This design comes from an exercise in tuning for small area, a short achievable clock period and few clock cycles per item on the open sky130 flow, not from production work. At most, simulation tests tie the RTL to the original design; equivalence was not proved. The RTL of runs 2 to 5 was laid out without a check of its function.

## flow/margin.txt

```
7.5
```

## constraint.sdc

```tcl
create_clock -name core_clock -period 12.0 [get_ports {clk}]
set_input_delay 2.4000 -clock core_clock [delete_from_list [all_inputs] [get_ports {clk}]]
set_output_delay 2.4000 -clock core_clock [all_outputs]
set_load 0.01 [all_outputs]
```

## flow/run.sh

```bash
#!/bin/bash
set -euo pipefail
margin=$(tr -d ' \n' < flow/margin.txt)
sed "s|\"\${@:-finish}\"|SETUP_SLACK_MARGIN=${margin} \"\${@:-finish}\"|" standard.sh > standard_margin.sh
bash standard.sh synth > synth.log 2>&1
bash standard_margin.sh finish > layout.log 2>&1
```

## standard.sh

```bash
#!/bin/bash
# synth_recipe.tcl (not shown) runs the flow's synth.tcl, then flattens the netlist and writes it again
# the make line also repeats each setting of config.mk as NAME=value (left out here)
make -C /OpenROAD-flow-scripts/flow DESIGN_CONFIG=/design/flow/config.mk WORK_HOME=/design/flow/orfs CLKGATE_MAP_FILE= SYNTH_SCRIPT=/design/flow/synth_recipe.tcl "${@:-finish}"
```

## design.v

```verilog
module modexp_unit #(
    parameter integer W = 128
) (
    input  wire         clk,
    input  wire         rst,      
    input  wire         start,
    input  wire [W-1:0] a,
    input  wire [W-1:0] e,
    input  wire [W-1:0] n,
    output wire         ready,
    output reg          done,
    output reg          fault,
    output wire [W-1:0] r
);
    localparam integer K  = 66;           
    localparam integer RW = 2 * K;        
    localparam integer VW = 130;          
    localparam integer TW = 133;          
    localparam [2:0] S_IDLE = 3'd0,
                     S_CHK  = 3'd1,
                     S_DIV  = 3'd2,
                     S_PREP = 3'd3,
                     S_MUL  = 3'd4,
                     S_CPA  = 3'd5;
    localparam [1:0] M_SQR = 2'd0,
                     M_MUL = 2'd1,
                     M_OUT = 2'd2;
    localparam [1:0] C_CONV = 2'd0,
                     C_CLR  = 2'd1,
                     C_SET1 = 2'd2;
    reg [2:0]    state;
    reg          ready_q;
    reg [1:0]    mode;
    reg [1:0]    cop;
    reg [7:0]    ecnt;
    reg [5:0]    cnt;
    reg [8:0]    j_q;
    reg          first_q;
    reg          last_q;
    reg          c_q;
    reg [W-1:0]  n_q;
    reg [W-1:0]  e_q;
    reg [RW-1:0] r_q;
    reg [RW-1:0] b_q;
    reg [VW-1:0] S_q;
    reg [VW-1:0] C_q;
    reg          k_q;
    reg [2:0]    x_q;
    reg [5:0]    idx;
    reg [5:0]    adig;
    reg [1:0]    asub;
    reg          carry_q;
    reg          sbit_q;
    reg          nbit_q;
    reg [2:0]    xy3_q;     
    reg          qall_q;    
    assign ready = ready_q;
    assign r     = r_q[W-1:0];
    wire [5:0] tidx = (state == S_DIV) ? adig : idx;
    wire [2:0] rdig = r_q[3*tidx +: 3];
    wire [2:0] bdig = b_q[3*tidx +: 3];
    wire       abit = rdig[asub];
    wire [128:0] y   = r_q[128:0];
    wire [128:0] xy0 = x_q[0] ? y : 129'd0;
    wire [128:0] xy1 = x_q[1] ? y : 129'd0;
    wire [128:0] xy2 = x_q[2] ? y : 129'd0;
    wire [2:0] u  = S_q[2:0] + C_q[2:0] + {2'b0, k_q} + xy3_q;
    wire       q0 = u[0];
    wire       q1 = u[1] ^ (u[0] & ~n_q[1]);
    wire       q2 = u[2] ^ (u[1] & ~n_q[1]) ^ (u[0] & ~n_q[2]) ^ (u[1] & u[0] & ~n_q[1]);
    wire [TW-1:0] RS  = {3'b0, S_q};
    wire [TW-1:0] RC  = {3'b0, C_q};
    wire [TW-1:0] RX0 = {4'b0, xy0};
    wire [TW-1:0] RX1 = {3'b0, xy1, k_q};
    wire [TW-1:0] RX2 = {2'b0, xy2, 2'b0};
    wire [TW-1:0] RQ0 = q0 ? {5'b0, n_q}       : {TW{1'b0}};
    wire [TW-1:0] RQ1 = q1 ? {4'b0, n_q, 1'b0} : {TW{1'b0}};
    wire [TW-1:0] RQ2 = q2 ? {3'b0, n_q, 2'b0} : {TW{1'b0}};
    wire [TW-1:0] a1, m1, a2, m2, a3, m3, a4, m4, a5, m5, sf, cf;
    assign a1[TW-1:130] = 3'b0;  assign m1[TW-1:130] = 3'b0;
    assign a2[TW-1:131] = 2'b0;  assign m2[TW-1:131] = 2'b0;
    assign a3[TW-1:132] = 1'b0;  assign m3[TW-1:132] = 1'b0;
    assign a4[TW-1:130] = 3'b0;  assign m4[TW-1:130] = 3'b0;
    csa_row #(.W(130)) u_l1 (.a(RS[129:0]), .b(RC[129:0]), .c(RX0[129:0]),
                             .s(a1[129:0]), .m(m1[129:0]));
    wire [TW-1:0] b1 = {m1[TW-2:0], 1'b0};
    csa_row #(.W(131)) u_l2 (.a(a1[130:0]), .b(b1[130:0]), .c(RX1[130:0]),
                             .s(a2[130:0]), .m(m2[130:0]));
    wire [TW-1:0] b2 = {m2[TW-2:0], 1'b0};
    csa_row #(.W(132)) u_l3 (.a(a2[131:0]), .b(b2[131:0]), .c(RX2[131:0]),
                             .s(a3[131:0]), .m(m3[131:0]));
    wire [TW-1:0] b3 = {m3[TW-2:0], 1'b0};
    csa_row #(.W(130)) u_l3q (.a(RQ0[129:0]), .b(RQ1[129:0]), .c(RQ2[129:0]),
                              .s(a4[129:0]), .m(m4[129:0]));
    wire [TW-1:0] b4 = {m4[TW-2:0], 1'b0};
    csa_row #(.W(TW)) u_l4 (.a(a3), .b(b3), .c(a4), .s(a5), .m(m5));
    wire [TW-1:0] b5 = {m5[TW-2:0], 1'b0};
    csa_row #(.W(TW)) u_l5 (.a(a5), .b(b5), .c(b4), .s(sf), .m(cf));
    wire          kf = sf[2] | sf[1] | sf[0] | cf[1] | cf[0];
    wire [RW-1:0] N132 = {4'b0, n_q};
    wire [K-1:0]  sch  = S_q[K-1:0];
    wire [K-1:0]  cch  = C_q[K-1:0];
    wire [K-1:0]  nch  = c_q ? N132[RW-1:K] : N132[K-1:0];
    wire         lowbit = c_q ? sbit_q : x_q[0];
    wire [K-1:0] n2ch   = {nch[K-2:0], c_q & nbit_q};
    reg sel_conv, sel_one, sel_z, sel_zf;
    reg opb_n, opb_nn, opb_2n;    
    reg mul_q;    
    wire [K-1:0] opa = ({K{sel_conv}} & sch)
                     | ({K{sel_z}}    & {b_q[K-2:0], lowbit})
                     | {{(K-1){1'b0}}, sel_zf & ~c_q & x_q[0]};
    wire [K-1:0] opb = ({K{sel_conv}}         & cch)
                     | ({K{opb_n}}    & nch)
                     | ({K{opb_nn}}   & ~nch)
                     | ({K{opb_2n}}   & n2ch);
    wire         cin = c_q ? carry_q
                           : ((sel_conv & k_q) | sel_one | opb_nn);
    wire [K:0] sum = {1'b0, opa} + {1'b0, opb} + {{K{1'b0}}, cin};
    wire nxt_mul = (mode == M_SQR) & e_q[W-1];
    wire nxt_out = ~nxt_mul & (ecnt == 8'd1);
    wire escan = (ecnt != 8'd0) & ~e_q[W-1];
    wire bad_n = ~n_q[0] | (n_q[W-1:1] == {(W-1){1'b0}});
    always @(posedge clk) begin
        if (rst) begin
            state    <= S_IDLE;
            ready_q  <= 1'b1;
            done     <= 1'b0;
            sel_conv <= 1'b0;
            sel_one  <= 1'b0;
            sel_z    <= 1'b0;
            sel_zf   <= 1'b0;
            opb_n    <= 1'b0;
            opb_nn   <= 1'b0;
            opb_2n   <= 1'b0;
            mul_q    <= 1'b0;
        end else begin
            done <= 1'b0;
            case (state)
                S_IDLE: begin
                    ecnt    <= 8'd128;
                    j_q     <= 9'd0;
                    first_q <= 1'b1;
                    last_q  <= 1'b0;
                    c_q     <= 1'b0;
                    if (start) begin
                        state   <= S_CHK;
                        ready_q <= 1'b0;
                    end
                end
                S_CHK: begin
                    fault <= bad_n;
                    if (bad_n) begin
                        cop   <= C_CLR;
                        state <= S_CPA;
                    end else begin
                        state  <= S_DIV;
                        sel_zf <= 1'b1;
                        opb_nn <= 1'b1;
                    end
                    if (escan) ecnt <= ecnt - 1'b1;
                end
                S_DIV: begin
                    if (escan) ecnt <= ecnt - 1'b1;
                    c_q <= ~c_q;
                    if (c_q) begin
                        j_q     <= j_q + 1'b1;
                        first_q <= 1'b0;
                        last_q  <= (j_q == 9'd258);
                        sel_zf  <= 1'b0;
                        sel_z   <= ~last_q;
                        opb_n   <= (j_q != 9'd258) & ~last_q & sum[K-1];
                        opb_nn  <= (j_q != 9'd258) & ~last_q & ~sum[K-1];
                        opb_2n  <= (j_q == 9'd258) & sum[K-1];
                        if (last_q) state <= S_PREP;
                    end
                end
                S_PREP: begin
                    cnt <= 6'd0;
                    if (ecnt == 8'd0) begin
                        cop     <= C_SET1;
                        sel_one <= 1'b1;
                        state   <= S_CPA;
                    end else begin
                        ecnt  <= ecnt - 1'b1;
                        state <= S_MUL;
                        mul_q <= 1'b1;
                        mode  <= (ecnt == 8'd1) ? M_OUT : M_SQR;
                    end
                end
                S_MUL: begin
                    cnt <= cnt + 1'b1;
                    if (cnt == 6'd43) begin
                        cop      <= C_CONV;
                        sel_conv <= 1'b1;
                        mul_q    <= 1'b0;
                        state    <= S_CPA;
                    end
                end
                S_CPA: begin
                    c_q <= ~c_q;
                    if (c_q) begin
                        sel_conv <= 1'b0;
                        sel_one  <= 1'b0;
                        if (cop != C_CONV) begin
                            state   <= S_IDLE;
                            ready_q <= 1'b1;
                            done    <= 1'b1;
                        end else if (mode == M_OUT) begin
                            if (qall_q) begin
                                cop <= C_CLR;
                            end else begin
                                state   <= S_IDLE;
                                ready_q <= 1'b1;
                                done    <= 1'b1;
                            end
                        end else begin
                            cnt   <= 6'd0;
                            state <= S_MUL;
                            mul_q <= 1'b1;
                            if (nxt_mul) begin
                                mode <= M_MUL;
                            end else begin
                                ecnt <= ecnt - 1'b1;
                                mode <= nxt_out ? M_OUT : M_SQR;
                            end
                        end
                    end
                end
                default: begin
                    state   <= S_IDLE;
                    ready_q <= 1'b1;
                end
            endcase
        end
    end
    always @(posedge clk) begin
        if (mul_q) begin
            S_q <= sf[TW-1:3];
            C_q <= cf[TW-2:2];
        end else begin
            S_q <= {{K{1'b0}}, S_q[VW-1:K]};
            C_q <= {{K{1'b0}}, C_q[VW-1:K]};
        end
        k_q <= mul_q & kf;
    end
    reg [2:0] xn;
    always @(*) begin
        xn = x_q;
        case (state)
            S_IDLE: xn = {2'b0, a[W-1]};
            S_DIV:  if (c_q) xn = {2'b0, (j_q < 9'd127) ? abit : 1'b0};
            S_PREP: if (ecnt != 8'd0) xn = (ecnt == 8'd1) ? 3'b001 : rdig;
            S_MUL:  xn = (mode == M_OUT) ? 3'b000 : ((mode == M_MUL) ? bdig : rdig);
            S_CPA:  if (c_q && cop == C_CONV && mode != M_OUT)
                        xn = nxt_mul ? bdig : (nxt_out ? 3'b001 : rdig);
            default: ;
        endcase
    end
    wire [2:0] yn = (state == S_CPA) ? r_q[K+2:K] : r_q[2:0];
    always @(posedge clk) begin
        x_q   <= xn;
        xy3_q <= (xn[0] ? yn : 3'd0) + (xn[1] ? {yn[1:0], 1'b0} : 3'd0)
               + (xn[2] ? {yn[0], 2'b0} : 3'd0);
    end
    always @(posedge clk) begin
        case (state)
            S_IDLE: begin
                n_q  <= n;
                e_q  <= e;
                r_q  <= {{(RW-W){1'b0}}, a};
                adig <= 6'd42;            
                asub <= 2'd0;
                idx  <= 6'd0;
            end
            S_CHK: begin
                if (escan) e_q <= e_q << 1;
            end
            S_DIV: begin
                if (escan) e_q <= e_q << 1;
                b_q     <= {sum[K-1:0], b_q[RW-1:K]};
                if (last_q) r_q <= {sum[K-1:0], r_q[RW-1:K]};
                carry_q <= sum[K];
                sbit_q  <= b_q[K-1];
                nbit_q  <= nch[K-1];
                if (c_q) begin
                    if (asub == 2'd0) begin
                        asub <= 2'd2;
                        adig <= adig - 1'b1;
                    end else begin
                        asub <= asub - 1'b1;
                    end
                end
            end
            S_PREP: begin
                idx <= 6'd1;
                if (ecnt != 8'd0) e_q <= e_q << 1;
            end
            S_MUL: begin
                qall_q <= ((cnt == 6'd0) | qall_q) & q0 & q1 & q2;
                idx <= idx + 1'b1;
            end
            S_CPA: begin
                r_q     <= {sum[K-1:0], r_q[RW-1:K]};
                carry_q <= sum[K];
                if (!c_q) begin
                    idx <= nxt_mul ? 6'd0 : 6'd22;    
                end else if (cop == C_CONV && mode != M_OUT) begin
                    idx <= 6'd1;
                    if (!nxt_mul) e_q <= e_q << 1;
                end
            end
            default: ;
        endcase
    end
endmodule
module csa_row #(
    parameter integer W = 8
) (
    input  wire [W-1:0] a,
    input  wire [W-1:0] b,
    input  wire [W-1:0] c,
    output wire [W-1:0] s,
    output wire [W-1:0] m
);
    assign s = a ^ b ^ c;
    assign m = (a & b) | (a & c) | (b & c);
endmodule
```

## config.mk

```make
export PLATFORM = sky130hd
export DESIGN_NAME = modexp_unit
export DESIGN_NICKNAME = modexp_unit
export VERILOG_FILES = /design/flow/design.v
export SDC_FILE = /design/flow/constraint.sdc
export NUM_CORES = 4
export LEC_CHECK = 0
export CAP_MARGIN = 20
export CORE_MARGIN = 2
export CORE_UTILIZATION = 40
export SLEW_MARGIN = 20
export SYNTH_HIERARCHICAL = 1
export SYNTH_MINIMUM_KEEP_SIZE = 0
```

==> impl_metrics.py, run 1 <==
metrics = {
    "clock_network": {
        "clk_latency_ns": 0.76,
        "h-tree-depth": 3,
        "clk_pin_slew_ns": 0.06,
        "clk_path_buf_depth": 3,
        "numClockSinks": 848,
        "cts_tree": "yes",
        "numCtsBuffers": 105,
        "ctsHoldBuffers": 0,
        "root_buffer": "clkbuf_16",
    },
    "sta": {
        "fin_crit_ns": 4.68,
        "finalClockSkew_ns": 0.0466,
        "rsz0062_at_grt": "yes",
        "worstMarginPinSlew_ns": 1.27,
        "setup_viol": 0,
        "holdWs_ns": 0.449,
        "max_freq_mhz": 214,
        "finalSetupTns_ns": 0,
        "maxSlewViolCount": 0,
        "relSlewSlack_pct": 14.9,
        "hold_viol_final": 0,
        "period_share_pct": 39.0,
    },
    "worst_setup_path": {
        "crit_buf_inv": 4,
        "cp_num_cells": 15,
        "worst_setup_path_end_kind": "flop",
        "rr_startpoint": "C_q[0]$_DFF_P_",
        "critPathTopFamily": "adder cells",
        "worstPathRequired_ns": 12.65,
        "timing.rr.end": "S_q[125]$_SDFF_PN0_",
        "cp_slowest_stage_delay_ns": 0.58,
        "slowest_stage": "fa_2",
        "path_cells": "fa_1 -> ha_4 -> fa_2 -> nor3b_4 -> a21oi_4 -> xnor2_4 -> buf_6 -> buf_12 -> buf_16 -> buf_12 -> and2_4 -> fa_1 -> fa_1 -> fa_2 -> and2_1",
        "cpMostUsedCell": "fa_1",
        "critical_path_class": "reg -> reg",
        "r2r_slack_ns": 7.32,
        "arrival_ns": 5.33,
        "startpoint_type": "flop",
        "critical_path.endpoint": "S_q[125]$_SDFF_PN0_",
        "cp-startpoint": "C_q[0]$_DFF_P_",
        "r2r_cells": 15,
        "critPathMaxFanout": 5,
    },
    "final_layout": {
        "postLayoutCoreUtil_pct": 48.6,
        "finalNetCount": 6884,
        "stdcell_area_mm2": 0.0747,
        "drive_gt1_share_pct": 16.2,
        "syn_to_final_growth_pct": 21.0,
    },
    "floorplan": {
        "core_region_area_mm2": 0.154,
        "start_util_pct": 40.2,
        "fp-row-count": 144,
        "fp.dieH_um": 397,
        "die_x_um": 397,
        "io_pins": 518,
        "dieArea_mm2": 0.158,
    },
    "route": {
        "drcViolationCount": 0,
        "via_per_inst": 5.60,
        "drt-total-wl_um": 217000,
        "vias": 43500,
        "drt_iter0_markers": 3654,
        "drtPass1Iterations": 6,
        "wl_per_cell_um": 27.9,
        "ant_nets": 0,
    },
    "placed_design": {
        "gp_congestion": 0.931,
        "numPortBuffers": 517,
        "dp_hpwl_um": 150000,
        "placed_cell_area_mm2": 0.0680,
    },
    "global_routing": {
        "antenna_found_initial": 20,
        "grt_max_degree": 84,
        "grt_overflow": 0,
        "first_global_vias": 45400,
        "gr-usage-all-layers_pct": 26.9,
        "grt_pass1_wl_um": 312000,
    },
    "synth": {
        "yosysMostFrequentCell": "fa_1",
        "synthTopCellsByCount": "fa_1 (794), and2_1 (786), nand2_1 (583)",
        "synth_area_mm2": 0.0617,
        "yosysTopAreaCell": "edfxtp_1",
        "ys.warnings.count": 7,
        "netlist_instances": 5204,
        "ys_ff_latch": 848,
        "ys_async_sr_fraction_pct": 0,
        "syn_avg_cell_area_um2": 11.9,
        "ys.flop_type": "edfxtp_1",
        "synthDistinctLibCells": 93,
        "synth_top_area_share_pct": 27.6,
        "synth_edf_count": 568,
        "seq_area_frac_synth_pct": 36.7,
        "synthTopCellsByArea": "edfxtp_1 (28%), fa_1 (26%), dfxtp_1 (9.1%)",
    },
    "run": {
        "drv_cap": 0,
    },
    "hold_path": {
        "hold_path_class": "reg -> reg",
    },
    "outcome": {
        "status": "no timing/DRC/antenna violations",
    },
}
-- routing by layer --
metal | track usage (%) | vias up | share of wire [%]
met2 | 44.3 | 1868 | 48
met4 | 7.42 | 26 | 3.3
met3 | 5.92 | 367 | 8.2
met1 | 35.7 | 22600 | 41
met5 | 0 | - | 0.079
li1 | - | 18600 | -
-- what timing repair did --
action / CTS / global route
setup buffers: 54 / 45
pin swaps: 40 / 116
setup endpoints to repair: 415 / 301
resized for setup: 179 / 213
gates cloned: 16 / 13
-- flip-flops by register name (all words and copies together), names as in the netlist, 2 cells and up --
register  count
S_q         130
asub          2
adig          6
cnt           6
xy3_q         3
e_q         128
state         3
j_q           9
ecnt          8
C_q         130
mode          2
cop           2
x_q           3
n_q         128
b_q         132
r_q         132
idx           6
-- area by class of cell --
cell class,instances,area [um^2]
timing repair inverter,1,8.76
clock inverter,61,746
inverter,62,272
antenna,3,7.51
fill,13900,79000
sequential,848,22700
clock buffer,136,2890
timing repair buffer,695,7460
multi-input combinational,3912,38100
tap,2044,2560
-- cell families after synthesis --
| kind of cell | count (synthesis) | synth area share (%) |
|---|---|---|
| buffers and inverters | 469 | 3.83 |
| muxes | 436 | 7.82 |
| other | 1 | 0.00607 |
| DFF | 848 | 36.7 |
| AOI/OAI and AO/OA | 615 | 7.01 |
| xor gates and xnor gates | 94 | 1.36 |
| adders and majority gates | 872 | 27.3 |
| and+or+nand+nor | 1869 | 15.9 |
-- metrics by stage --
| stage | instances | setup slack (ns) |
|---|---|---|
| finish | 7762 | 7.32 |
| detailed placement | 7433 | 6.01 |
| global placement | 7433 | 6.12 |
| global route | 7759 | 7.25 |
| floorplan | 5227 | 7.52 |
| CTS | 7700 | 7.39 |
-- worst reg2reg max path, stage by stage, from the launching register on --
cell	delay, ns
dfxtp_4	0.35
fa_1	0.53
ha_4	0.19
fa_2	0.58
nor3b_4	0.26
a21oi_4	0.08
xnor2_4	0.26
buf_6	0.16
buf_12	0.15
buf_16	0.17
buf_12	0.12
and2_4	0.15
fa_1	0.44
fa_1	0.56
fa_2	0.43
and2_1	0.16
-- how the worst min path moves through the flow --
stage | start | end | slack (ns) | cells past startpoint
detailed placement | b_q[122]$_DFFE_PP_ | b_q[56]$_DFFE_PP_ | 0.43 | 0
global route | b_q[122]$_DFFE_PP_ | b_q[56]$_DFFE_PP_ | 0.46 | 0
floorplan | b_q[131]$_DFFE_PP_ | b_q[65]$_DFFE_PP_ | 0.42 | 0
global placement | b_q[83]$_DFFE_PP_ | b_q[17]$_DFFE_PP_ | 0.43 | 0
CTS | b_q[77]$_DFFE_PP_ | b_q[11]$_DFFE_PP_ | 0.45 | 0
finish | b_q[113]$_DFFE_PP_ | b_q[47]$_DFFE_PP_ | 0.45 | 0
-- cells in the final DEF, fill, tap and decap left out, drive strengths merged, types with 92 or more instances in the layout --
master,instances
a21oi,110
edfxtp,568
buf,161
and2,787
mux2,314
fa,794
o211ai,92
dfxtp,280
nor2b,141
clkbuf,147
o21ai,110
nand2,585
clkdlybuf4s50,516
mux2i,121
nor2,146
Testbench counts, summed over its fixed seeds: cycles 443,934, items 48.
==> inputs of run 2 (changes only) <==
--- a/design.v
+++ b/design.v
@@ -65,8 +65,11 @@
     wire [128:0] xy1 = x_q[1] ? y : 129'd0;
     wire [128:0] xy2 = x_q[2] ? y : 129'd0;
-    wire [2:0] u  = S_q[2:0] + C_q[2:0] + {2'b0, k_q} + xy3_q;
-    wire       q0 = u[0];
-    wire       q1 = u[1] ^ (u[0] & ~n_q[1]);
-    wire       q2 = u[2] ^ (u[1] & ~n_q[1]) ^ (u[0] & ~n_q[2]) ^ (u[1] & u[0] & ~n_q[1]);
+    wire [2:0] qa, qb, qc;
+    qdigit u_q0 (.s(S_q[2:0]), .c(C_q[2:0]), .k(k_q), .xy(xy3_q), .n(n_q[2:1]), .q(qa));
+    qdigit u_q1 (.s(S_q[2:0]), .c(C_q[2:0]), .k(k_q), .xy(xy3_q), .n(n_q[2:1]), .q(qb));
+    qdigit u_q2 (.s(S_q[2:0]), .c(C_q[2:0]), .k(k_q), .xy(xy3_q), .n(n_q[2:1]), .q(qc));
+    wire       q0 = qa[0];
+    wire       q1 = qb[1];
+    wire       q2 = qc[2];
     wire [TW-1:0] RS  = {3'b0, S_q};
     wire [TW-1:0] RC  = {3'b0, C_q};
@@ -326,2 +329,15 @@
     assign m = (a & b) | (a & c) | (b & c);
 endmodule
+module qdigit (
+    input  wire [2:0] s,
+    input  wire [2:0] c,
+    input  wire       k,
+    input  wire [2:0] xy,
+    input  wire [2:1] n,
+    output wire [2:0] q
+);
+    wire [2:0] u = s + c + {2'b0, k} + xy;
+    assign q[0] = u[0];
+    assign q[1] = u[1] ^ (u[0] & ~n[1]);
+    assign q[2] = u[2] ^ (u[1] & ~n[1]) ^ (u[0] & ~n[2]) ^ (u[1] & u[0] & ~n[1]);
+endmodule
==> flow/run.sh (replaced) <==
#!/bin/bash
# Layout flow: the standard flow (standard.sh), unchanged, except that
set -euo pipefail
margin=$(tr -d ' \n' < flow/margin.txt)
portbuf=$(tr -d ' \n' < flow/port_buffer.txt)
export BUFFER_PORTS_ARGS="-buffer_cell ${portbuf}"
sed "s|\"\${@:-finish}\"|SETUP_SLACK_MARGIN=${margin} \"\${@:-finish}\"|" standard.sh > standard_margin.sh
bash standard.sh synth > synth.log 2>&1
bash standard_margin.sh finish > layout.log 2>&1
==> flow/port_buffer.txt (new file) <==
sky130_fd_sc_hd__buf_1
==> impl_metrics.py, run 2 <==
metrics = {
    "outcome": {
        "status": "no timing/DRC/antenna violations",
    },
    "worst_setup_path": {
        "slowest_stage": "edfxtp_1",
        "critical_path_class": "reg -> reg",
        "critPathMaxFanout": 5,
        "worstPathRequired_ns": 12.49,
        "arrival_ns": 5.11,
        "critPathTopFamily": "compound AO/OA/AOI/OAI gates",
        "cp_slowest_stage_delay_ns": 0.50,
        "path_cells": "buf_6 -> clkbuf_16 -> mux2_4 -> nor2_4 -> a211oi_2 -> fa_2 -> fa_2 -> nor2b_2 -> o21ai_2 -> a21oi_2 -> o211a_1 -> o21ai_2 -> o211ai_1 -> buf_4 -> o21ai_4 -> a21oi_4 -> o211ai_1 -> and2_4 -> xnor2_2 -> mux2_2",
        "worst_setup_path_end_kind": "flop",
        "crit_buf_inv": 3,
        "startpoint_type": "flop",
    },
    "final_layout": {
        "reg_top3": "b_q (132), r_q (132)",
        "drive_gt1_share_pct": 16.4,
        "final_cell_mix": "and2_1 (849), fa_1 (753), nand2_1 (585)",
        "finalNetCount": 6768,
        "syn_to_final_growth_pct": 15.0,
        "final_common_cell": "and2_1",
    },
    "sta": {
        "relSlewSlack_pct": 24.5,
        "layout_setup_ws_ns": 7.39,
        "setup_viol": 0,
        "max_freq_mhz": 217,
        "period_share_pct": 38.4,
        "worstMarginPinSlew_ns": 1.13,
        "hold_viol_final": 0,
        "finalClockSkew_ns": 0.0468,
        "fin_crit_ns": 4.61,
        "maxSlewViolCount": 0,
        "rsz0062_at_grt": "yes",
        "finalSetupTns_ns": 0,
    },
    "global_routing": {
        "grt_overflow": 0,
        "antenna_found_initial": 10,
        "first_global_vias": 44300,
        "gr-usage-all-layers_pct": 25.9,
        "grt_max_degree": 89,
        "grt_pass1_wl_um": 299000,
    },
    "placed_design": {
        "numPortBuffers": 517,
        "dp_hpwl_um": 145000,
        "place_ws_ns": 5.95,
        "gp_congestion": 0.943,
    },
    "synth": {
        "syn_avg_cell_area_um2": 12.0,
        "synth_area_mm2": 0.0614,
        "netlist_instances": 5113,
        "ys.warnings.count": 7,
    },
    "clock_network": {
        "h-tree-depth": 3,
        "root_buffer": "clkbuf_16",
        "clk_latency_ns": 0.76,
        "clk_pin_slew_ns": 0.07,
        "clk_path_buf_depth": 3,
        "cts_tree": "yes",
        "numClockSinks": 848,
        "numCtsBuffers": 104,
        "ctsHoldBuffers": 0,
    },
    "route": {
        "via_per_inst": 5.61,
        "drt_iter0_markers": 4110,
        "drtPass1Iterations": 6,
        "ant_nets": 0,
        "drt-total-wl_um": 208000,
        "wl_per_cell_um": 27.3,
        "vias": 42800,
        "drcViolationCount": 0,
    },
    "floorplan": {
        "start_util_pct": 40.4,
        "fp.dieH_um": 396,
        "core_region_area_mm2": 0.152,
        "dieArea_mm2": 0.157,
        "fp-row-count": 143,
        "io_pins": 518,
        "die_x_um": 396,
    },
    "hold_path": {
        "hold_path_class": "reg -> reg",
    },
    "run": {
        "drv_cap": 0,
    },
}
==> run 2: metrics by stage <==
step,hold slack [ns],cells,utilization [%],instance area [um^2]
after floorplan,0.421,5136,-,61600
after global placement,0.426,7327,42.3,64400
after detailed placement,0.429,7328,42.3,64400
after CTS,0.430,7583,45.4,69200
after global routing,0.439,7626,46.4,70700
final,0.430,7627,46.4,70700
==> run 2: final timing paths <==
kind                            cells after the start  slack (ns)                  to                from
worst max-delay path                               20        7.39  r_q[116]$_DFFE_PP_       c_q$_DFFE_PP_
worst min-delay path                                0        0.43   b_q[53]$_DFFE_PP_  b_q[119]$_DFFE_PP_
worst max register to register                     20        7.39  r_q[116]$_DFFE_PP_       c_q$_DFFE_PP_
worst min register to register                      0        0.43   b_q[53]$_DFFE_PP_  b_q[119]$_DFFE_PP_
==> run 2: area by class of cell <==
| class | instances | area (um^2) |
|---|---|---|
| multi-input cells | 3840 | 37800 |
| clock buffers | 128 | 2860 |
| inverters | 51 | 208 |
| well taps | 2030 | 2540 |
| flip-flops and latches | 848 | 22700 |
| fillers | 13900 | 81600 |
| clock inverters | 70 | 618 |
| repair buffers | 658 | 3890 |
| diodes | 2 | 5.00 |
==> run 2: per-layer routing <==
layer  part of all wire (%)  GRT usage, %
met1                     40          35.3
met2                     47          41.2
met3                    8.9          5.38
met4                    4.0          8.56
met5                  0.013             0
==> run 2: repair_timing <==
action / 4_1_cts / 5_1_grt
endpoints found under the setup margin: 447 / 231
gates cloned: 13 / 14
gates resized for setup: 127 / 259
setup buffers: 44 / 28
pin swaps: 46 / 188
endpoints found under the hold margin: 0 / 0
==> inputs of run 3 (changes only) <==
--- a/design.v
+++ b/design.v
@@ -46,5 +46,9 @@
     reg [VW-1:0] C_q;
     reg          k_q;
-    reg [2:0]    x_q;
+    reg [2:0]    x_q;       
+    reg [2:0]    xnq;       
+    reg          pf_q;      
+    reg [1:0]    pf_src;    
+    reg          pf_prep;   
     reg [5:0]    idx;
     reg [5:0]    adig;
@@ -53,11 +57,13 @@
     reg          sbit_q;
     reg          nbit_q;
-    reg [2:0]    xy3_q;     
+    reg [2:0]    qr_q;      
     reg          qall_q;    
     assign ready = ready_q;
     assign r     = r_q[W-1:0];
     wire [5:0] tidx = (state == S_DIV) ? adig : idx;
-    wire [2:0] rdig = r_q[3*tidx +: 3];
-    wire [2:0] bdig = b_q[3*tidx +: 3];
+    wire [RW+5:0] rx = {6'b0, r_q};
+    wire [RW+5:0] bx = {6'b0, b_q};
+    wire [2:0] rdig = rx[3*tidx +: 3];
+    wire [2:0] bdig = bx[3*tidx +: 3];
     wire       abit = rdig[asub];
     wire [128:0] y   = r_q[128:0];
@@ -65,11 +71,7 @@
     wire [128:0] xy1 = x_q[1] ? y : 129'd0;
     wire [128:0] xy2 = x_q[2] ? y : 129'd0;
-    wire [2:0] qa, qb, qc;
-    qdigit u_q0 (.s(S_q[2:0]), .c(C_q[2:0]), .k(k_q), .xy(xy3_q), .n(n_q[2:1]), .q(qa));
-    qdigit u_q1 (.s(S_q[2:0]), .c(C_q[2:0]), .k(k_q), .xy(xy3_q), .n(n_q[2:1]), .q(qb));
-    qdigit u_q2 (.s(S_q[2:0]), .c(C_q[2:0]), .k(k_q), .xy(xy3_q), .n(n_q[2:1]), .q(qc));
-    wire       q0 = qa[0];
-    wire       q1 = qb[1];
-    wire       q2 = qc[2];
+    wire       q0 = qr_q[0];
+    wire       q1 = qr_q[1];
+    wire       q2 = qr_q[2];
     wire [TW-1:0] RS  = {3'b0, S_q};
     wire [TW-1:0] RC  = {3'b0, C_q};
@@ -80,24 +82,26 @@
     wire [TW-1:0] RQ1 = q1 ? {4'b0, n_q, 1'b0} : {TW{1'b0}};
     wire [TW-1:0] RQ2 = q2 ? {3'b0, n_q, 2'b0} : {TW{1'b0}};
-    wire [TW-1:0] a1, m1, a2, m2, a3, m3, a4, m4, a5, m5, sf, cf;
-    assign a1[TW-1:130] = 3'b0;  assign m1[TW-1:130] = 3'b0;
-    assign a2[TW-1:131] = 2'b0;  assign m2[TW-1:131] = 2'b0;
-    assign a3[TW-1:132] = 1'b0;  assign m3[TW-1:132] = 1'b0;
-    assign a4[TW-1:130] = 3'b0;  assign m4[TW-1:130] = 3'b0;
-    csa_row #(.W(130)) u_l1 (.a(RS[129:0]), .b(RC[129:0]), .c(RX0[129:0]),
-                             .s(a1[129:0]), .m(m1[129:0]));
+    wire [TW-1:0] a1, m1, a1b, m1b, a2, m2, a2b, m2b, a3, m3, sf, cf;
+    assign a1[TW-1:130]  = 3'b0;  assign m1[TW-1:130]  = 3'b0;
+    assign a1b[TW-1:131] = 2'b0;  assign m1b[TW-1:131] = 2'b0;
+    assign a2[TW-1:131]  = 2'b0;  assign m2[TW-1:131]  = 2'b0;
+    assign a2b[TW-1:132] = 1'b0;  assign m2b[TW-1:132] = 1'b0;
+    assign a3[TW-1:132]  = 1'b0;  assign m3[TW-1:132]  = 1'b0;
+    csa_row #(.W(130)) u_l1a (.a(RS[129:0]), .b(RC[129:0]), .c(RX0[129:0]),
+                              .s(a1[129:0]), .m(m1[129:0]));
     wire [TW-1:0] b1 = {m1[TW-2:0], 1'b0};
-    csa_row #(.W(131)) u_l2 (.a(a1[130:0]), .b(b1[130:0]), .c(RX1[130:0]),
-                             .s(a2[130:0]), .m(m2[130:0]));
+    csa_row #(.W(131)) u_l1b (.a(RX1[130:0]), .b(RX2[130:0]), .c(RQ0[130:0]),
+                              .s(a1b[130:0]), .m(m1b[130:0]));
+    wire [TW-1:0] b1b = {m1b[TW-2:0], 1'b0};
+    csa_row #(.W(131)) u_l2a (.a(a1[130:0]), .b(b1[130:0]), .c(a1b[130:0]),
+                              .s(a2[130:0]), .m(m2[130:0]));
     wire [TW-1:0] b2 = {m2[TW-2:0], 1'b0};
-    csa_row #(.W(132)) u_l3 (.a(a2[131:0]), .b(b2[131:0]), .c(RX2[131:0]),
-                             .s(a3[131:0]), .m(m3[131:0]));
+    csa_row #(.W(132)) u_l2b (.a(b1b[131:0]), .b(RQ1[131:0]), .c(RQ2[131:0]),
+                              .s(a2b[131:0]), .m(m2b[131:0]));
+    wire [TW-1:0] b2b = {m2b[TW-2:0], 1'b0};
+    csa_row #(.W(132)) u_l3  (.a(a2[131:0]), .b(b2[131:0]), .c(a2b[131:0]),
+                              .s(a3[131:0]), .m(m3[131:0]));
     wire [TW-1:0] b3 = {m3[TW-2:0], 1'b0};
-    csa_row #(.W(130)) u_l3q (.a(RQ0[129:0]), .b(RQ1[129:0]), .c(RQ2[129:0]),
-                              .s(a4[129:0]), .m(m4[129:0]));
-    wire [TW-1:0] b4 = {m4[TW-2:0], 1'b0};
-    csa_row #(.W(TW)) u_l4 (.a(a3), .b(b3), .c(a4), .s(a5), .m(m5));
-    wire [TW-1:0] b5 = {m5[TW-2:0], 1'b0};
-    csa_row #(.W(TW)) u_l5 (.a(a5), .b(b5), .c(b4), .s(sf), .m(cf));
+    csa_row #(.W(TW))  u_l4  (.a(a3), .b(b3), .c(b2b), .s(sf), .m(cf));
     wire          kf = sf[2] | sf[1] | sf[0] | cf[1] | cf[0];
     wire [RW-1:0] N132 = {4'b0, n_q};
@@ -137,4 +141,5 @@
             opb_2n   <= 1'b0;
             mul_q    <= 1'b0;
+            pf_q     <= 1'b0;
         end else begin
             done <= 1'b0;
@@ -175,9 +180,15 @@
                         opb_nn  <= (j_q != 9'd258) & ~last_q & ~sum[K-1];
                         opb_2n  <= (j_q == 9'd258) & sum[K-1];
-                        if (last_q) state <= S_PREP;
+                        if (last_q) begin
+                            state   <= S_PREP;
+                            pf_q    <= (ecnt != 8'd0) & ~escan;
+                            pf_src  <= (ecnt == 8'd1) ? PF_1 : PF_R;
+                            pf_prep <= 1'b1;
+                        end
                     end
                 end
                 S_PREP: begin
-                    cnt <= 6'd0;
+                    cnt  <= 6'd0;
+                    pf_q <= 1'b0;
                     if (ecnt == 8'd0) begin
                         cop     <= C_SET1;
@@ -202,4 +213,11 @@
                 S_CPA: begin
                     c_q <= ~c_q;
+                    if (!c_q) begin
+                        pf_q    <= (cop == C_CONV) & (mode != M_OUT);
+                        pf_src  <= nxt_mul ? PF_B : (nxt_out ? PF_1 : PF_R);
+                        pf_prep <= 1'b0;
+                    end else begin
+                        pf_q    <= 1'b0;
+                    end
                     if (c_q) begin
                         sel_conv <= 1'b0;
@@ -247,22 +265,37 @@
         k_q <= mul_q & kf;
     end
-    reg [2:0] xn;
+    localparam [1:0] PF_R = 2'd0,    
+                     PF_B = 2'd1,    
+                     PF_1 = 2'd2;    
+    wire [5:0] rlow = pf_prep ? r_q[5:0] : r_q[K+5:K];
+    reg  [2:0] d0, d1;
     always @(*) begin
-        xn = x_q;
-        case (state)
-            S_IDLE: xn = {2'b0, a[W-1]};
-            S_DIV:  if (c_q) xn = {2'b0, (j_q < 9'd127) ? abit : 1'b0};
-            S_PREP: if (ecnt != 8'd0) xn = (ecnt == 8'd1) ? 3'b001 : rdig;
-            S_MUL:  xn = (mode == M_OUT) ? 3'b000 : ((mode == M_MUL) ? bdig : rdig);
-            S_CPA:  if (c_q && cop == C_CONV && mode != M_OUT)
-                        xn = nxt_mul ? bdig : (nxt_out ? 3'b001 : rdig);
-            default: ;
+        case (pf_src)
+            PF_B:    begin d0 = b_q[2:0]; d1 = b_q[5:3]; end
+            PF_1:    begin d0 = 3'b001;   d1 = 3'b000;   end
+            default: begin d0 = rlow[2:0]; d1 = rlow[5:3]; end
         endcase
     end
-    wire [2:0] yn = (state == S_CPA) ? r_q[K+2:K] : r_q[2:0];
+    wire [2:0] xy_first = (d0[0] ? rlow[2:0] : 3'd0) + (d0[1] ? {rlow[1:0], 1'b0} : 3'd0)
+                        + (d0[2] ? {rlow[0], 2'b0} : 3'd0);
+    wire [2:0] xy_next  = (xnq[0] ? y[2:0] : 3'd0) + (xnq[1] ? {y[1:0], 1'b0} : 3'd0)
+                        + (xnq[2] ? {y[0], 2'b0} : 3'd0);
+    wire [2:0] qn_mul, qn_first;
+    qnext u_qn (.s(S_q[5:0]), .c(C_q[5:0]), .k(k_q), .x(x_q), .y(y[5:0]), .q(qr_q),
+                .n(n_q[5:0]), .xyn(xy_next), .q_next(qn_mul));
+    qdigit u_qf (.u(xy_first), .n(n_q[2:1]), .q(qn_first));
     always @(posedge clk) begin
-        x_q   <= xn;
-        xy3_q <= (xn[0] ? yn : 3'd0) + (xn[1] ? {yn[1:0], 1'b0} : 3'd0)
-               + (xn[2] ? {yn[0], 2'b0} : 3'd0);
+        qr_q <= mul_q ? qn_mul : qn_first;
+        if (pf_q) begin
+            x_q <= d0;
+            xnq <= d1;
+        end else if (mul_q) begin
+            x_q <= xnq;
+            xnq <= (mode == M_OUT) ? 3'b000 : ((mode == M_MUL) ? bdig : rdig);
+        end else if (state == S_IDLE) begin
+            x_q <= {2'b0, a[W-1]};
+        end else if (state == S_DIV && c_q) begin
+            x_q <= {2'b0, (j_q < 9'd127) ? abit : 1'b0};
+        end
     end
     always @(posedge clk) begin
@@ -296,5 +329,5 @@
             end
             S_PREP: begin
-                idx <= 6'd1;
+                idx <= 6'd2;
                 if (ecnt != 8'd0) e_q <= e_q << 1;
             end
@@ -306,8 +339,6 @@
                 r_q     <= {sum[K-1:0], r_q[RW-1:K]};
                 carry_q <= sum[K];
-                if (!c_q) begin
-                    idx <= nxt_mul ? 6'd0 : 6'd22;    
-                end else if (cop == C_CONV && mode != M_OUT) begin
-                    idx <= 6'd1;
+                if (c_q && cop == C_CONV && mode != M_OUT) begin
+                    idx <= 6'd2;
                     if (!nxt_mul) e_q <= e_q << 1;
                 end
@@ -330,14 +361,41 @@
 endmodule
 module qdigit (
-    input  wire [2:0] s,
-    input  wire [2:0] c,
-    input  wire       k,
-    input  wire [2:0] xy,
+    input  wire [2:0] u,
     input  wire [2:1] n,
     output wire [2:0] q
 );
-    wire [2:0] u = s + c + {2'b0, k} + xy;
     assign q[0] = u[0];
     assign q[1] = u[1] ^ (u[0] & ~n[1]);
     assign q[2] = u[2] ^ (u[1] & ~n[1]) ^ (u[0] & ~n[2]) ^ (u[1] & u[0] & ~n[1]);
 endmodule
+module qnext (
+    input  wire [5:0] s,
+    input  wire [5:0] c,
+    input  wire       k,
+    input  wire [2:0] x,
+    input  wire [5:0] y,
+    input  wire [2:0] q,
+    input  wire [5:0] n,
+    input  wire [2:0] xyn,
+    output wire [2:0] q_next
+);
+    wire [5:0] r3 = x[0] ? y : 6'd0;
+    wire [5:0] r4 = {x[1] ? y[4:0] : 5'd0, k};
+    wire [5:0] r5 = {x[2] ? y[3:0] : 4'd0, 2'b0};
+    wire [5:0] r6 = q[0] ? n : 6'd0;
+    wire [5:0] r7 = {q[1] ? n[4:0] : 5'd0, 1'b0};
+    wire [5:0] r8 = {q[2] ? n[3:0] : 4'd0, 2'b0};
+    wire [5:0] r9 = {xyn, 3'b0};
+    wire [5:0] a1, m1, a2, m2, a3, m3, a4, m4, a5, m5, a6, m6;
+    csa_row #(.W(6)) u_1 (.a(s),  .b(c),  .c(r3), .s(a1), .m(m1));
+    csa_row #(.W(6)) u_2 (.a(r4), .b(r5), .c(r6), .s(a2), .m(m2));
+    csa_row #(.W(6)) u_3 (.a(r7), .b(r8), .c(r9), .s(a3), .m(m3));
+    csa_row #(.W(6)) u_4 (.a(a1), .b({m1[4:0], 1'b0}), .c(a2), .s(a4), .m(m4));
+    csa_row #(.W(6)) u_5 (.a({m2[4:0], 1'b0}), .b(a3), .c({m3[4:0], 1'b0}), .s(a5), .m(m5));
+    csa_row #(.W(6)) u_6 (.a(a4), .b({m4[4:0], 1'b0}), .c(a5), .s(a6), .m(m6));
+    wire [5:0] sv, cv;
+    csa_row #(.W(6)) u_7 (.a(a6), .b({m6[4:0], 1'b0}), .c({m5[4:0], 1'b0}), .s(sv), .m(cv));
+    wire       ci = (|sv[2:0]) | (|cv[1:0]);
+    wire [2:0] u  = sv[5:3] + cv[4:2] + {2'b0, ci};
+    qdigit u_d (.u(u), .n(n[2:1]), .q(q_next));
+endmodule
==> flow/margin.txt (replaced) <==
8.0
==> impl_metrics.py, run 3 <==
metrics = {
    "outcome": {
        "status": "no timing/DRC/antenna violations",
    },
    "synth": {
        "syn_avg_cell_area_um2": 11.6,
        "synth_top_family_by_area": "adder cells",
        "synthXorXnorAreaFrac_pct": 1.38,
        "synth_area_mm2": 0.0629,
        "synthTopCellsByCount": "and2_1 (952), fa_1 (835), nand2_1 (744)",
        "yosysTopAreaCell": "edfxtp_1",
        "ys.flop_type": "edfxtp_1",
        "synthDistinctLibCells": 78,
        "synth_compound_area_share_pct": 6.47,
        "seq_area_frac_synth_pct": 36.4,
        "synthTopCellsByArea": "edfxtp_1 (28%), fa_1 (27%), and2_1 (9.5%)",
        "netlist_instances": 5403,
        "ys.warnings.count": 7,
        "synth_edf_count": 577,
        "synthSimpleGateAreaFrac_pct": 17.4,
        "synth_mux_area_share_pct": 6.60,
        "synth_fa_ha_area_share_pct": 28.2,
        "yosysMostFrequentCell": "and2_1",
        "ys_ff_latch": 855,
        "ys_async_sr_fraction_pct": 0,
        "synth_top_area_share_pct": 27.6,
    },
    "final_layout": {
        "postLayoutCoreUtil_pct": 47.9,
        "final_common_cell": "and2_1",
        "final_cell_mix": "and2_1 (941), fa_1 (829), nand2_1 (719)",
        "reg_top3": "b_q (132), r_q (132)",
        "syn_to_final_growth_pct": 19.0,
        "finalNetCount": 7261,
        "drive_gt1_share_pct": 18.5,
        "nFillCells": 14200,
    },
    "floorplan": {
        "io_pins": 518,
        "fp-row-count": 145,
        "fp.dieH_um": 401,
        "die_x_um": 401,
        "core_region_area_mm2": 0.156,
        "start_util_pct": 40.3,
        "dieArea_mm2": 0.160,
    },
    "sta": {
        "worstMarginPinSlew_ns": 1.10,
        "maxSlewViolCount": 0,
        "rsz0062_at_grt": "yes",
        "period_share_pct": 39.1,
        "relSlewSlack_pct": 25.8,
        "max_freq_mhz": 213,
        "setup_viol": 0,
        "fin_crit_ns": 4.69,
        "finalSetupTns_ns": 0,
        "finalClockSkew_ns": 0.0367,
        "hold_viol_final": 0,
    },
    "hold_path": {
        "hold_end": "b_q[23]$_DFFE_PP_",
        "holdPathStages": 0,
        "hold_start": "b_q[89]$_DFFE_PP_",
        "hold_path_class": "reg -> reg",
    },
    "worst_setup_path": {
        "rr_startpoint": "x_q[0]$_DFFE_PP_",
        "r2r_cells": 15,
        "timing.rr.end": "qr_q[2]$_DFF_P_",
        "r2r_slack_ns": 7.31,
        "worstPathRequired_ns": 12.62,
        "startpoint_type": "flop",
        "worst_setup_path_end_kind": "flop",
        "critical_path_class": "reg -> reg",
        "arrival_ns": 5.31,
        "critPathMaxFanout": 7,
    },
    "clock_network": {
        "h-tree-depth": 3,
        "clk_pin_slew_ns": 0.07,
        "cts_tree": "yes",
        "clk_path_buf_depth": 3,
        "numClockSinks": 855,
        "ctsHoldBuffers": 0,
        "root_buffer": "clkbuf_16",
        "numCtsBuffers": 104,
        "clk_latency_ns": 0.75,
    },
    "route": {
        "drt_iter0_markers": 4648,
        "vias": 46000,
        "ant_nets": 0,
        "wl_per_cell_um": 27.7,
        "via_per_inst": 5.67,
        "drt-total-wl_um": 224000,
        "drcViolationCount": 0,
        "drtPass1Iterations": 8,
    },
    "global_routing": {
        "first_global_vias": 47500,
        "grt_pass1_wl_um": 326000,
        "grt_max_degree": 132,
        "grt_overflow": 0,
        "antenna_found_initial": 19,
        "gr-usage-all-layers_pct": 27.6,
    },
    "placed_design": {
        "numPortBuffers": 517,
        "dp_hpwl_um": 155000,
        "gp_congestion": 0.955,
    },
    "run": {
        "drv_cap": 0,
    },
}
[run 3: cell count changes in the layout (fill, tap and decap cells not counted), sizes merged, moves of 25 or more]
cell and change:
nand3 +49, fa +37, mux2i -31, buf +168, and3 +31, nand2 +158
clkbuf +25, and2 +36, clkinv -30
[run 3: cell families after synthesis]
logic type                 count (synthesis)
and+or+nand+nor                         2121
adders and majority gates                914
DFF                                      855
AOI/OAI and AO/OA                        582
buffers and inverters                    464
muxes                                    366
xor gates and xnor gates                  99
other                                      2
[run 3: area by class of cell]
type,count,area (um^2),share of cell area (%)
Clock buffer,158,3180,4.25
Antenna cell,8,20.0,0.0268
Sequential cell,855,22900,30.6
Clock inverter,39,463,0.619
Tap cell,2058,2570,3.44
Multi-Input combinational cell,4123,40000,53.5
Inverter,44,216,0.289
Timing Repair Buffer,832,5440,7.27
[run 3: routing by layer]
metal  share of wire, %  global-route usage (%)
met5              0.031                       0
met4                4.6                    11.1
met3                 10                    6.66
met2                 45                    42.7
met1                 40                    37.3
[run 3: metrics by stage]
step	worst slack, ns	area (um^2)	hold slack, ns	std cells
after floorplan	7.63	63200	0.421	5438
after global placement	6.04	66100	0.430	7643
after detailed placement	6.07	66100	0.434	7644
after CTS	7.42	73000	0.427	8030
after global routing	7.24	74800	0.446	8111
final	7.31	74800	0.441	8117
[run 3: worst max path at each step]
stage / cells past startpoint / to / from / slack [ns]
global route: 13 / qr_q[2]$_DFF_P_ / n_q[2]$_DFFE_PP_ / 7.24
detailed placement: 15 / qr_q[2]$_DFF_P_ / x_q[1]$_DFFE_PP_ / 6.07
floorplan: 4 / r_q[0]$_DFFE_PP_ / state[1]$_SDFFE_PP0P_ / 7.63
finish: 15 / qr_q[2]$_DFF_P_ / x_q[0]$_DFFE_PP_ / 7.31
CTS: 15 / qr_q[2]$_DFF_P_ / x_q[1]$_DFFE_PP_ / 7.42
global placement: 15 / qr_q[2]$_DFF_P_ / x_q[1]$_DFFE_PP_ / 6.04
[run 3: modules after synthesis, one instance, submodules excluded, excerpt]
module / flops+latches / area (um^2)
modexp_unit: 855 / 45900
qdigit: 0 / 50.0
qnext: 0 / 262
[run 3: what timing repair did]
action,CTS,global route
gates cloned,21,4
resized for setup,296,233
endpoints found under the setup margin,368,169
pin swaps,100,143
setup buffers,168,75
[run 3: critical path, stage by stage (launching register included)]
cell and delay, ns:
edfxtp_1 0.45, buf_12 0.17, buf_16 0.14, and2_4 0.14, fa_1 0.48, fa_1 0.58, fa_1 0.43, fa_1 0.46
nor3_2 0.13, nand2_1 0.09, fa_2 0.35, fa_2 0.38, xnor2_2 0.14, xnor2_1 0.23, xnor2_1 0.12, mux2_2 0.26
==> inputs of run 4 (changes only) <==
==> flow/margin.txt (replaced) <==
7.5
==> impl_metrics.py, run 4 <==
metrics = {
    "global_routing": {
        "grt_overflow": 0,
        "gr-usage-all-layers_pct": 26.4,
        "grt_pass1_wl_um": 313000,
        "antenna_found_initial": 8,
        "first_global_vias": 45800,
        "grt_max_degree": 85,
    },
    "synth": {
        "ys_ff_latch": 855,
        "synthTopCellsByArea": "edfxtp_1 (28%), fa_1 (27%), and2_1 (9.5%)",
        "seq_area_frac_synth_pct": 36.4,
        "synthDistinctLibCells": 78,
        "ys.warnings.count": 7,
        "syn_avg_cell_area_um2": 11.6,
        "synthTopCellsByCount": "and2_1 (952), fa_1 (835), nand2_1 (744)",
        "synth_area_mm2": 0.0629,
        "synth_edf_count": 577,
        "ys.flop_type": "edfxtp_1",
        "synth_top_area_share_pct": 27.6,
        "ys_async_sr_fraction_pct": 0,
        "yosysMostFrequentCell": "and2_1",
        "netlist_instances": 5403,
        "yosysTopAreaCell": "edfxtp_1",
    },
    "sta": {
        "layout_setup_ws_ns": 7.43,
        "relSlewSlack_pct": 20.7,
        "finalClockSkew_ns": 0.0580,
        "fin_crit_ns": 4.57,
        "finalSetupTns_ns": 0,
        "maxSlewViolCount": 0,
        "max_freq_mhz": 219,
        "worstMarginPinSlew_ns": 1.18,
        "holdWs_ns": 0.419,
        "rsz0062_at_grt": "yes",
        "period_share_pct": 38.1,
        "hold_viol_final": 0,
        "setup_viol": 0,
    },
    "floorplan": {
        "io_pins": 518,
        "core_region_area_mm2": 0.156,
        "fp-row-count": 145,
        "dieArea_mm2": 0.160,
        "start_util_pct": 40.3,
        "fp.dieH_um": 401,
        "die_x_um": 401,
    },
    "worst_setup_path": {
        "worst_setup_path_end_kind": "flop",
        "crit_buf_inv": 3,
        "critPathTopFamily": "compound AO/OA/AOI/OAI gates",
        "worstPathRequired_ns": 12.50,
        "path_cells": "buf_4 -> buf_4 -> buf_6 -> mux2i_1 -> nand2_1 -> o21ai_0 -> o211ai_1 -> ha_1 -> a21oi_1 -> o21bai_1 -> a21oi_1 -> a21oi_1 -> a211oi_1 -> o22ai_4 -> a311oi_4 -> xnor2_1 -> mux2_4",
        "arrival_ns": 5.07,
        "cpMostUsedCell": "a21oi_1",
        "r2r_slack_ns": 7.43,
        "critPathMaxFanout": 23,
        "slowest_stage": "ha_1",
        "cp_slowest_stage_delay_ns": 0.50,
        "critical_path_class": "reg -> reg",
        "startpoint_type": "flop",
    },
    "route": {
        "drt-total-wl_um": 213000,
        "drcViolationCount": 0,
        "drtPass1Iterations": 5,
        "vias": 44600,
        "wirelength_met1_um": 87000,
        "via_per_inst": 5.63,
        "top_layer": "met4",
        "ant_nets": 0,
        "wl_met2_um": 98000,
        "drt_iter0_markers": 4338,
        "wl_per_cell_um": 26.9,
        "wl_met3_um": 20100,
    },
    "clock_network": {
        "numClockSinks": 855,
        "root_buffer": "clkbuf_16",
        "clk_latency_ns": 0.77,
        "numCtsBuffers": 105,
        "cts_tree": "yes",
        "h-tree-depth": 3,
        "clk_pin_slew_ns": 0.07,
        "clk_path_buf_depth": 3,
        "ctsHoldBuffers": 0,
    },
    "final_layout": {
        "drive_gt1_share_pct": 12.8,
        "finalNetCount": 7078,
        "nFillCells": 14500,
        "final_common_cell": "and2_1",
        "syn_to_final_growth_pct": 13.7,
        "fin_cells": 7933,
        "reg_top3": "b_q (132), r_q (132)",
        "final_cell_mix": "and2_1 (950), fa_1 (830), nand2_1 (741)",
    },
    "placed_design": {
        "dp_hpwl_um": 154000,
        "gp_congestion": 0.983,
        "numPortBuffers": 517,
        "place_ws_ns": 5.95,
        "dp.cells": 7647,
    },
    "hold_path": {
        "hold_path_class": "reg -> reg",
    },
    "run": {
        "drv_cap": 0,
    },
    "outcome": {
        "status": "no timing/DRC/antenna violations",
    },
}
run 4: cell type report:
type	count	area [um^2]	share of cell area (%)
Multi-Input combinational cell	4120	38600	54.0
Clock inverter	76	890	1.24
Timing Repair Buffer	651	3460	4.84
Antenna cell	5	12.5	0.0175
Sequential cell	855	22900	32.1
Clock buffer	124	2820	3.95
Tap cell	2058	2570	3.60
Inverter	44	185	0.259
run 4: cell families (layout without fill, tap and decap cells):
kind of cell	count (synthesis)	count (layout)	synth area share, %
adders and majority gates	914	914	28.2
xor gates and xnor gates	99	99	1.38
muxes	366	366	6.60
buffers and inverters	464	895	3.58
DFF	855	855	36.4
other	2	42	0.0119
and+or+nand+nor	2121	2121	17.4
AOI/OAI and AO/OA	582	583	6.47
run 4: metal layers:
metal  vias to the layer above  GRT usage [%]
li1                      19000              -
met1                     23100           36.1
met2                      2158           41.7
met3                       350           5.92
met4                         0           8.77
met5                         -              0
run 4: Yosys stat by module (local to each module, per instance), excerpt:
module | cells | cell area (um^2) | flops+latches
qdigit | 7 | 50.0 | 0
qnext | 38 | 262 | 0
modexp_unit | 4520 | 45900 | 855
run 4: worst reg2reg max path: cells and delay by family, from the launching register on:
kind / cells / cell delay [ns]
buf+inv: 3 / 0.57
flops: 1 / 0.40
mux: 2 / 0.69
simple gates: 1 / 0.08
compound gates: 9 / 1.95
fa+ha+maj: 1 / 0.50
xor+xnor: 1 / 0.13
run 4: path summary, 6_finish.rpt:
path                      startpoint            endpoint  cells after the start
setup / recovery       c_q$_DFFE_PP_  r_q[127]$_DFFE_PP_                     17
hold / removal    b_q[100]$_DFFE_PP_   b_q[34]$_DFFE_PP_                      0
setup reg to reg       c_q$_DFFE_PP_  r_q[127]$_DFFE_PP_                     17
hold reg to reg   b_q[100]$_DFFE_PP_   b_q[34]$_DFFE_PP_                      0
run 4: through the flow:
stage | utilization (%) | cell area, um^2
3_5_place_dp | 42.3 | 66000
5_1_grt | 45.8 | 71500
6_report | 45.8 | 71500
3_3_place_gp | 42.3 | 66000
4_1_cts | 45.4 | 70900
2_1_floorplan | - | 63100
run 4: timing repair:
| action | CTS | global route |
|---|---|---|
| gates cloned | 11 | 0 |
| setup endpoints to repair | 106 | 55 |
| gates resized for setup | 96 | 85 |
| buffers inserted | 50 | 20 |
| pin swaps | 36 | 51 |
==> inputs of run 5 (changes only) <==
--- a/design.v
+++ b/design.v
@@ -48,4 +48,5 @@
     reg [2:0]    x_q;       
     reg [2:0]    xnq;       
+    reg [5:0]    w_q;       
     reg          pf_q;      
     reg [1:0]    pf_src;    
@@ -279,12 +280,14 @@
     wire [2:0] xy_first = (d0[0] ? rlow[2:0] : 3'd0) + (d0[1] ? {rlow[1:0], 1'b0} : 3'd0)
                         + (d0[2] ? {rlow[0], 2'b0} : 3'd0);
-    wire [2:0] xy_next  = (xnq[0] ? y[2:0] : 3'd0) + (xnq[1] ? {y[1:0], 1'b0} : 3'd0)
-                        + (xnq[2] ? {y[0], 2'b0} : 3'd0);
+    wire [2:0] xf = (mode == M_OUT) ? 3'b000 : ((mode == M_MUL) ? bdig : rdig);
+    wire [5:0] w_mul   = {xf, xnq} * y[5:0];
+    wire [5:0] w_first = {d1, d0} * rlow;
     wire [2:0] qn_mul, qn_first;
-    qnext u_qn (.s(S_q[5:0]), .c(C_q[5:0]), .k(k_q), .x(x_q), .y(y[5:0]), .q(qr_q),
-                .n(n_q[5:0]), .xyn(xy_next), .q_next(qn_mul));
+    qnext u_qn (.s(S_q[5:0]), .c(C_q[5:0]), .k(k_q), .w(w_q), .q(qr_q),
+                .n(n_q[5:0]), .q_next(qn_mul));
     qdigit u_qf (.u(xy_first), .n(n_q[2:1]), .q(qn_first));
     always @(posedge clk) begin
         qr_q <= mul_q ? qn_mul : qn_first;
+        w_q  <= mul_q ? w_mul : w_first;
         if (pf_q) begin
             x_q <= d0;
@@ -292,5 +295,5 @@
         end else if (mul_q) begin
             x_q <= xnq;
-            xnq <= (mode == M_OUT) ? 3'b000 : ((mode == M_MUL) ? bdig : rdig);
+            xnq <= xf;
         end else if (state == S_IDLE) begin
             x_q <= {2'b0, a[W-1]};
@@ -373,27 +376,18 @@
     input  wire [5:0] c,
     input  wire       k,
-    input  wire [2:0] x,
-    input  wire [5:0] y,
+    input  wire [5:0] w,
     input  wire [2:0] q,
     input  wire [5:0] n,
-    input  wire [2:0] xyn,
     output wire [2:0] q_next
 );
-    wire [5:0] r3 = x[0] ? y : 6'd0;
-    wire [5:0] r4 = {x[1] ? y[4:0] : 5'd0, k};
-    wire [5:0] r5 = {x[2] ? y[3:0] : 4'd0, 2'b0};
     wire [5:0] r6 = q[0] ? n : 6'd0;
-    wire [5:0] r7 = {q[1] ? n[4:0] : 5'd0, 1'b0};
+    wire [5:0] r7 = {q[1] ? n[4:0] : 5'd0, k};
     wire [5:0] r8 = {q[2] ? n[3:0] : 4'd0, 2'b0};
-    wire [5:0] r9 = {xyn, 3'b0};
-    wire [5:0] a1, m1, a2, m2, a3, m3, a4, m4, a5, m5, a6, m6;
-    csa_row #(.W(6)) u_1 (.a(s),  .b(c),  .c(r3), .s(a1), .m(m1));
-    csa_row #(.W(6)) u_2 (.a(r4), .b(r5), .c(r6), .s(a2), .m(m2));
-    csa_row #(.W(6)) u_3 (.a(r7), .b(r8), .c(r9), .s(a3), .m(m3));
-    csa_row #(.W(6)) u_4 (.a(a1), .b({m1[4:0], 1'b0}), .c(a2), .s(a4), .m(m4));
-    csa_row #(.W(6)) u_5 (.a({m2[4:0], 1'b0}), .b(a3), .c({m3[4:0], 1'b0}), .s(a5), .m(m5));
-    csa_row #(.W(6)) u_6 (.a(a4), .b({m4[4:0], 1'b0}), .c(a5), .s(a6), .m(m6));
+    wire [5:0] a1, m1, a2, m2, a3, m3;
+    csa_row #(.W(6)) u_1 (.a(s),  .b(c),  .c(w),  .s(a1), .m(m1));
+    csa_row #(.W(6)) u_2 (.a(r6), .b(r7), .c(r8), .s(a2), .m(m2));
+    csa_row #(.W(6)) u_3 (.a(a1), .b({m1[4:0], 1'b0}), .c(a2), .s(a3), .m(m3));
     wire [5:0] sv, cv;
-    csa_row #(.W(6)) u_7 (.a(a6), .b({m6[4:0], 1'b0}), .c({m5[4:0], 1'b0}), .s(sv), .m(cv));
+    csa_row #(.W(6)) u_4 (.a(a3), .b({m3[4:0], 1'b0}), .c({m2[4:0], 1'b0}), .s(sv), .m(cv));
     wire       ci = (|sv[2:0]) | (|cv[1:0]);
     wire [2:0] u  = sv[5:3] + cv[4:2] + {2'b0, ci};
==> impl_metrics.py, run 5 <==
metrics = {
    "worst_setup_path": {
        "arrival_ns": 6.31,
        "critical_path_class": "reg -> reg",
        "worst_setup_path_end_kind": "flop",
        "worstPathRequired_ns": 12.63,
        "critPathMaxFanout": 7,
    },
    "synth": {
        "synthXorXnorAreaFrac_pct": 1.53,
        "synthSimpleGateAreaFrac_pct": 15.9,
        "ys_async_sr_fraction_pct": 0,
        "netlist_instances": 5423,
        "yosysTopAreaCell": "edfxtp_1",
        "ys.warnings.count": 7,
        "synth_compound_area_share_pct": 7.47,
        "synth_fa_ha_area_share_pct": 27.7,
        "synthDistinctLibCells": 89,
        "synth_area_mm2": 0.0640,
        "synth_edf_count": 577,
        "synth_top_family_by_area": "adder cells",
        "yosysMostFrequentCell": "and2_1",
        "synth_mux_area_share_pct": 7.59,
        "synth_top_area_share_pct": 27.1,
        "ys.flop_type": "edfxtp_1",
        "seq_area_frac_synth_pct": 36.0,
    },
    "placed_design": {
        "placed_cell_area_mm2": 0.0671,
        "numPortBuffers": 517,
        "dp_hpwl_um": 160000,
    },
    "clock_network": {
        "clk_path_buf_depth": 3,
        "numCtsBuffers": 106,
        "cts_tree": "yes",
        "h-tree-depth": 3,
        "clk_pin_slew_ns": 0.06,
        "numClockSinks": 861,
        "clk_latency_ns": 0.78,
        "ctsHoldBuffers": 0,
    },
    "sta": {
        "period_share_pct": 47.3,
        "fin_crit_ns": 5.67,
        "finalSetupTns_ns": 0,
        "rsz0062_at_grt": "yes",
        "hold_viol_final": 0,
        "holdWs_ns": 0.458,
        "relSlewSlack_pct": 26.5,
        "setup_viol": 0,
        "max_freq_mhz": 176,
        "worstMarginPinSlew_ns": 1.10,
        "maxSlewViolCount": 0,
    },
    "floorplan": {
        "core_region_area_mm2": 0.159,
        "io_pins": 518,
        "fp-row-count": 146,
        "dieArea_mm2": 0.163,
        "fp.dieH_um": 404,
        "start_util_pct": 40.3,
        "die_x_um": 404,
    },
    "route": {
        "drtPass1Iterations": 6,
        "drcViolationCount": 0,
        "via_per_inst": 5.65,
        "vias": 45400,
        "drt_iter0_markers": 4134,
        "ant_nets": 0,
        "wl_per_cell_um": 27.7,
    },
    "final_layout": {
        "finalNetCount": 7176,
        "drive_gt1_share_pct": 15.2,
        "reg_top3": "b_q (132), r_q (132)",
        "final_common_cell": "and2_1",
        "nFillCells": 14500,
    },
    "global_routing": {
        "antenna_found_initial": 15,
        "gr-usage-all-layers_pct": 27.1,
        "grt_overflow": 0,
        "grt_max_degree": 85,
    },
    "hold_path": {
        "hold_path_class": "reg -> reg",
    },
    "outcome": {
        "status": "no timing/DRC/antenna violations",
    },
    "run": {
        "drv_cap": 0,
    },
}
==> run 5: final timing paths <==
path	from	to	slack [ns]	cells after the start
max	state[2]$_SDFFE_PP0P_	w_q[5]$_DFF_P_	6.33	25
min	b_q[92]$_DFFE_PN_	b_q[26]$_DFFE_PN_	0.46	0
min reg2reg	b_q[92]$_DFFE_PN_	b_q[26]$_DFFE_PN_	0.46	0
max reg2reg	state[2]$_SDFFE_PP0P_	w_q[5]$_DFF_P_	6.33	25
==> run 5: layout make-up <==
cell class / instances / area (um^2) / share of cell area (%)
clock inverter: 68 / 890 / 1.21
sequential: 861 / 23000 / 31.2
timing repair inverter: 3 / 26.3 / 0.0356
timing repair buffer: 726 / 4350 / 5.90
clock buffer: 133 / 2890 / 3.92
multi-input combinational: 4097 / 39600 / 53.7
tap: 2072 / 2590 / 3.51
inverter: 76 / 317 / 0.429
antenna: 6 / 15.0 / 0.0204
==> run 5: kinds of logic after synthesis <==
kind of cell,count (synthesis)
flip-flops,861
adder cells (fa/ha/maj),918
multiplexers,442
AO/OA/AOI/OAI,669
AND/OR/NAND/NOR,1927
other,2
XOR/XNOR,110
buffers and inverters,494
==> run 5: metrics by stage <==
step	utilization, %	setup WS [ns]	cells
floorplan	-	6.65	5449
detailed placement	42.3	4.26	7678
global placement	42.3	4.38	7678
finish	46.5	6.33	8042
CTS	45.8	6.31	7967
global route	46.5	6.07	8036
==> run 5: critical path: stages, from the launching register on <==
cell	delay [ns]
dfxtp_2	0.33
buf_12	0.13
or3b_4	0.46
inv_16	0.12
mux2i_4	0.36
buf_6	0.16
buf_12	0.12
buf_4	0.12
mux2_2	0.34
a31oi_1	0.20
nand4_1	0.23
nor2_2	0.21
nor2_2	0.06
nor2_2	0.13
fa_1	0.40
ha_1	0.29
inv_2	0.04
fa_1	0.47
inv_1	0.05
fa_2	0.36
xnor2_2	0.16
xnor2_2	0.18
xnor2_2	0.14
xnor3_1	0.25
xor2_1	0.14
a21oi_1	0.07
==> run 5: Yosys stat by module (local to each module, per instance), a selection <==
module	times used	cells inside	flip-flops and latches	area, um^2
modexp_unit	1	4573	861	47400
qnext	1	23	0	168
qdigit	2	7	0	50.0
==> run 5: routing by layer <==
layer | routed length (um) | part of all wire [%] | vias to the layer above | GRT usage, %
met3 | 18700 | 8.4 | 401 | 6.07
met4 | 10100 | 4.5 | 6 | 10.2
li1 | - | - | 19400 | -
met2 | 103000 | 46 | 1986 | 43.2
met5 | 37 | 0.017 | - | 0
met1 | 91000 | 41 | 23600 | 36.1
==> run 5: what timing repair did <==
| action | CTS | global route |
|---|---|---|
| endpoints found under the setup margin | 166 | 45 |
| buffers inserted | 68 | 64 |
| pin swaps | 44 | 59 |
| gates cloned | 20 | 5 |
| resized for setup | 148 | 121 |

[static timing again, ports no longer ideal]
How much do the figures lean on ideal ports? The routed layouts below were timed once more, with nothing changed but the port constraints. Step 1 sets driving cells, clkbuf_16 on the clock port and buf_2 on the other inputs (assumed; they add their load-dependent delay and slew). Step 2 adds t to the input delays and takes it off the output delays; t is the mean of the earliest and latest rising clock arrival at the registers after step 1. Input paths then give back, and output paths get back, about the clock's delay inside the block. Slacks: no drivers / after step 1 / after step 2; pairs: no drivers / after step 1.
run	t (ns)	setup WS [ns]	worst register clock-pin slew, ns
run 1	0.821	7.317 / 7.317 / 7.206	0.07 / 0.07
run 2	0.824	7.388 / 7.388 / 7.388	0.07 / 0.07
run 3	0.818	7.311 / 7.311 / 7.311	0.07 / 0.07
run 4	0.824	7.432 / 7.432 / 7.432	0.07 / 0.07
run 5	0.841	6.327 / 6.327 / 6.327	0.07 / 0.07
After both steps every run listed still meets setup and hold. For run 1, which loses most, drivers alone change the setup slack by 0.000 ns; drivers and shift together by -0.111 ns.
